Context: an optimization exercise on an open-source flow, tuned for small area, a short achievable clock period and few clock cycles per item. The choices shown serve that exercise and are no tape-out recipe.
At most, simulation tests tie the RTL to the original design; equivalence was not proved.

Design golay_codec, start of the top module:
module golay_codec (
    input  wire        clk,
    input  wire        rst,         
    input  wire        in_valid,
    output wire        in_ready,
    input  wire [1:0]  in_op,       
    input  wire [23:0] in_word,
    output reg         out_valid,
    input  wire        out_ready,
    output reg  [23:0] out_word,
    output reg         out_fail
);
==> module golay_codec, before the edit <==
module golay_codec (
    input  wire        clk,
    input  wire        rst,         
    input  wire        in_valid,
    output wire        in_ready,
    input  wire [1:0]  in_op,       
    input  wire [23:0] in_word,
    output reg         out_valid,
    input  wire        out_ready,
    output reg  [23:0] out_word,
    output reg         out_fail
);
    wire        i_dec = in_op[1];
    wire        i_o23 = in_op[0];
    wire        i_w23 = i_o23 ? ~(^in_word[22:0]) : in_word[23];
    wire [11:0] i_wh  = {i_w23, in_word[22:12]};
    wire [11:0] i_hA, i_lA;
    golay_parity u_ph (.m(i_wh), .p(i_hA));
    golay_parity u_pl (.m(in_word[11:0]), .p(i_lA));
    wire [11:0] i_s  = in_word[11:0] ^ i_hA;
    wire [11:0] i_sa = i_wh ^ i_lA;
    wire adv = !out_valid || out_ready;
    reg  o_empty;
    always @(posedge clk) begin
        if (rst)
            o_empty <= 1'b1;
        else if (adv)
            o_empty <= !m_v;
    end
    assign in_ready = o_empty || out_ready;
    reg         m_v;
    reg  [1:0]  m_op;
    reg  [23:0] m_w;
    reg  [11:0] m_s, m_sa;
    always @(posedge clk) begin
        if (rst)
            m_v <= 1'b0;
        else if (adv)
            m_v <= in_valid;
    end
    always @(posedge clk) begin
        if (adv) begin
            m_op <= in_op;
            m_w  <= {i_wh, in_word[11:0]};
            m_s  <= i_s;
            m_sa <= i_sa;
        end
    end
    wire        m_dec = m_op[1];
    wire        m_o23 = m_op[0];
    wire [11:0] m_wh  = m_w[23:12];
    wire [4:0] m_ws, m_wa;
    golay_weight u_ws (.v(m_s),  .ge(m_ws));
    golay_weight u_wa (.v(m_sa), .ge(m_wa));
    wire [4:0]  m_ws_g = m_dec ? m_ws : 5'b00001;
    wire [4:0]  m_wa_g = m_dec ? m_wa : 5'b00000;
    wire [23:0] m_e;
    wire        m_dfail;
    golay_dec24 u_dec (.s(m_s), .sa(m_sa), .ws(m_ws_g), .wa(m_wa_g), .e(m_e), .fail(m_dfail));
    wire [23:0] m_c      = {m_wh, m_w[11:0]} ^ m_e;
    wire [23:0] result      = {m_c[23] & ~m_o23, m_c[22:0]};
    wire        result_fail = m_dfail;
    always @(posedge clk) begin
        if (rst)
            out_valid <= 1'b0;
        else if (adv)
            out_valid <= m_v;
    end
    always @(posedge clk) begin
        if (adv) begin
            out_word <= result;
            out_fail <= result_fail;
        end
    end
endmodule
export LEC_CHECK = 0
export CAP_MARGIN = 20
export CORE_MARGIN = 2
export CORE_UTILIZATION = 40
export CTS_BUF_LIST = sky130_fd_sc_hd__clkbuf_4 sky130_fd_sc_hd__clkbuf_8
export SLEW_MARGIN = 20
export TNS_END_PERCENT = 30
create_clock -name core_clock -period 10.0 [get_ports {clk}]
standard.sh (not shown) runs the stock make flow with config.mk's settings and CLKGATE_MAP_FILE= SYNTH_SCRIPT=/design/flow/synth_recipe.tcl, a recipe that flattens the netlist after the stock synthesis.
==> flow/flow/run.sh <==
#!/bin/bash
set -euo pipefail
export MY_ABC_SCRIPT=$PWD/flow/abc.script
MARGIN=$(cat flow/margin.txt)
bash standard.sh SYNTH_SCRIPT=$PWD/flow/synth.tcl SETUP_SLACK_MARGIN=$MARGIN \
  "BUFFER_PORTS_ARGS=-buffer_cell sky130_fd_sc_hd__buf_1" finish > flow_standard.log 2>&1
==> flow/flow/abc.script <==
strash
&get -n
&fraig -x
&put
scorr
dc2
dretime
strash
&get -n
&dch -f
&nf {D}
&put
buffer -c
topo
stime -c
upsize -c
dnsize -c
==> flow/flow/margin.txt <==
5.6
==> flow/flow/synth.tcl <==
# The standard synthesis script (synth_recipe.tcl), with one change: ABC
# maps the logic with flow/abc.script instead of ORFS's abc_speed.script.
# Registers are mapped before ABC runs, so they are the standard ones.
proc synth {args} { yosys synth -nofsm -noshare {*}$args }
proc abc {args} {
  set i [lsearch -exact $args -script]
  if {$i >= 0} { lset args [expr {$i + 1}] $::env(MY_ABC_SCRIPT) }
  yosys abc {*}$args
}
source $::env(SCRIPTS_DIR)/synth.tcl
# left out here: clear keep_hierarchy, flatten, clean up, hide names made inside functions, write 1_2_yosys.v
Then changed:
--- a/flow/design.v
+++ b/flow/design.v
@@ -188,12 +188,5 @@
     wire [11:0] i_sa = i_wh ^ i_lA;
     wire adv = !out_valid || out_ready;
-    reg  o_empty;
-    always @(posedge clk) begin
-        if (rst)
-            o_empty <= 1'b1;
-        else if (adv)
-            o_empty <= !m_v;
-    end
-    assign in_ready = o_empty || out_ready;
+    assign in_ready = adv;
     reg         m_v;
     reg  [1:0]  m_op;
After rerunning: Global-route usage rises by 0.36 points. Routed wire length rises by a few percent. Worst hold slack got worse by 0.020 ns. Maximum frequency rises slightly. Synthesized area rises slightly. Die area rises slightly. Non-clock buffer count falls by 18. Core utilization falls by 0.37 points. Final area hardly moves. Register-to-register slack improved by 0.03 ns.
Testbench counts after the change, summed over its fixed seeds: cycles 16,016, items 16,000.
No functional check of the RTL was part of the first run of this note.

========
harbor:
Another version of the RTL of golay_codec (not shown whole).
Size in the first run: about 780 cells after synthesis, roughly 77 flip-flops, roughly 57 I/O pins, ~6800 um2 of cells after synthesis.
==> module golay_codec, before the edit <==
module golay_codec (
    input  wire        clk,
    input  wire        rst,         
    input  wire        in_valid,
    output wire        in_ready,
    input  wire [1:0]  in_op,       
    input  wire [23:0] in_word,
    output reg         out_valid,
    input  wire        out_ready,
    output reg  [23:0] out_word,
    output reg         out_fail
);
    wire        i_dec = in_op[1];
    wire        i_o23 = in_op[0];
    wire        i_w23 = i_o23 ? ~(^in_word[22:0]) : in_word[23];
    wire [11:0] i_wh  = {12{i_dec}} & {i_w23, in_word[22:12]};
    wire [11:0] i_hA, i_lA;
    golay_parity u_ph (.m(i_wh), .p(i_hA));
    golay_parity u_pl (.m(in_word[11:0]), .p(i_lA));
    wire [11:0] i_s  = in_word[11:0] ^ i_hA;
    wire [11:0] i_sa = i_wh ^ i_lA;
    wire adv = !out_valid || out_ready;
    assign in_ready = adv;
    reg         m_v;
    reg  [1:0]  m_op;
    reg  [23:0] m_w;
    reg  [11:0] m_s, m_sa;
    always @(posedge clk) begin
        if (rst)
            m_v <= 1'b0;
        else if (adv)
            m_v <= in_valid;
    end
    always @(posedge clk) begin
        if (adv) begin
            m_op <= in_op;
            m_w  <= {i_wh, in_word[11:0]};
            m_s  <= i_s;
            m_sa <= i_sa;
        end
    end
    wire        m_dec = m_op[1];
    wire        m_o23 = m_op[0];
    wire [11:0] m_wh  = m_w[23:12];
    wire [4:0] m_ws, m_wa;
    golay_weight u_ws (.v(m_s),  .ge(m_ws));
    golay_weight u_wa (.v(m_sa), .ge(m_wa));
    wire [4:0]  m_ws_g = m_dec ? m_ws : 5'b00001;
    wire [4:0]  m_wa_g = m_dec ? m_wa : 5'b00000;
    wire [23:0] m_e;
    wire        m_dfail;
    golay_dec24 u_dec (.s(m_s), .sa(m_sa), .ws(m_ws_g), .wa(m_wa_g), .e(m_e), .fail(m_dfail));
    wire [23:0] m_c      = {m_wh, m_w[11:0]} ^ m_e;
    wire [23:0] result      = {m_c[23] & ~m_o23, m_c[22:0]};
    wire        result_fail = m_dfail;
    always @(posedge clk) begin
        if (rst)
            out_valid <= 1'b0;
        else if (adv)
            out_valid <= m_v;
    end
    always @(posedge clk) begin
        if (adv) begin
            out_word <= result;
            out_fail <= result_fail;
        end
    end
endmodule
export LEC_CHECK = 0
export CAP_MARGIN = 20
export CORE_MARGIN = 2
export CORE_UTILIZATION = 40
export CTS_BUF_LIST = sky130_fd_sc_hd__clkbuf_4 sky130_fd_sc_hd__clkbuf_8
export SLEW_MARGIN = 20
create_clock -name core_clock -period 10.0 [get_ports {clk}]
Scripts as last shown in full above: flow/flow/run.sh, flow/flow/abc.script, flow/flow/margin.txt, flow/flow/synth.tcl
harbor went all the way through the flow, and no timing, DRC or antenna check failed.
Testbench counts of harbor, summed over its fixed seeds: cycles 16,016, items 16,000.
The inputs of ember differ from those of harbor as listed below.
--- a/flow/design.v
+++ b/flow/design.v
@@ -138,5 +138,5 @@
     wire        i_o23 = in_op[0];
     wire        i_w23 = i_o23 ? ~(^in_word[22:0]) : in_word[23];
-    wire [11:0] i_wh  = {12{i_dec}} & {i_w23, in_word[22:12]};
+    wire [11:0] i_wh  = {i_w23, in_word[22:12]};
     wire [11:0] i_hA, i_lA;
     golay_parity u_ph (.m(i_wh), .p(i_hA));
Findings:
- ember | stages: all done | timing, DRC, antenna: all pass
- Final weighted congestion of routability-driven global placement shrinks slightly when moving from harbor to ember.
- In ember, the global-route usage came out 1.9 points above the value in harbor.
- First-pass GRT wire length on ember is up relative to harbor.
- Summary: with harbor as the reference, total non-filler cell area in the finished layout in ember moved up by a few percent.
- Between ember and harbor, the sequential share of layout area is lower for ember.
No functional check of the RTL was part of ember.

## port drivers added, routing unchanged
How much do the figures lean on ideal ports? The routed layouts below were timed once more, with nothing changed but the port constraints.
Step 1 (the two cells are an assumption about what drives the block):
set clk [get_ports {clk}]
set_driving_cell -lib_cell sky130_fd_sc_hd__clkbuf_16 $clk
set_driving_cell -lib_cell sky130_fd_sc_hd__buf_2 [delete_from_list [all_inputs] $clk]
Step 2 moves the port delays by t, midway between the first and last clock arrival at a register: inputs arrive t later, outputs are due t later. That takes back most of the time a late clock gives input paths.
Three values: ideal, step 1, step 2; two values: the first two.
run	shift t [ns]	setup WS [ns]	slew at the worst register clock pin (ns)
the first run of note 1	0.404	5.576 / 5.555 / 5.503	0.10 / 0.10
the second run of note 1	0.407	5.592 / 5.561 / 5.411	0.09 / 0.09
harbor	0.379	5.610 / 5.590 / 5.400	0.09 / 0.09
ember	0.386	5.489 / 5.489 / 5.355	0.09 / 0.09
After both steps setup and hold are still met in every run listed. For harbor, which loses most, drivers alone change the setup slack by -0.020 ns; drivers and shift together by -0.210 ns.
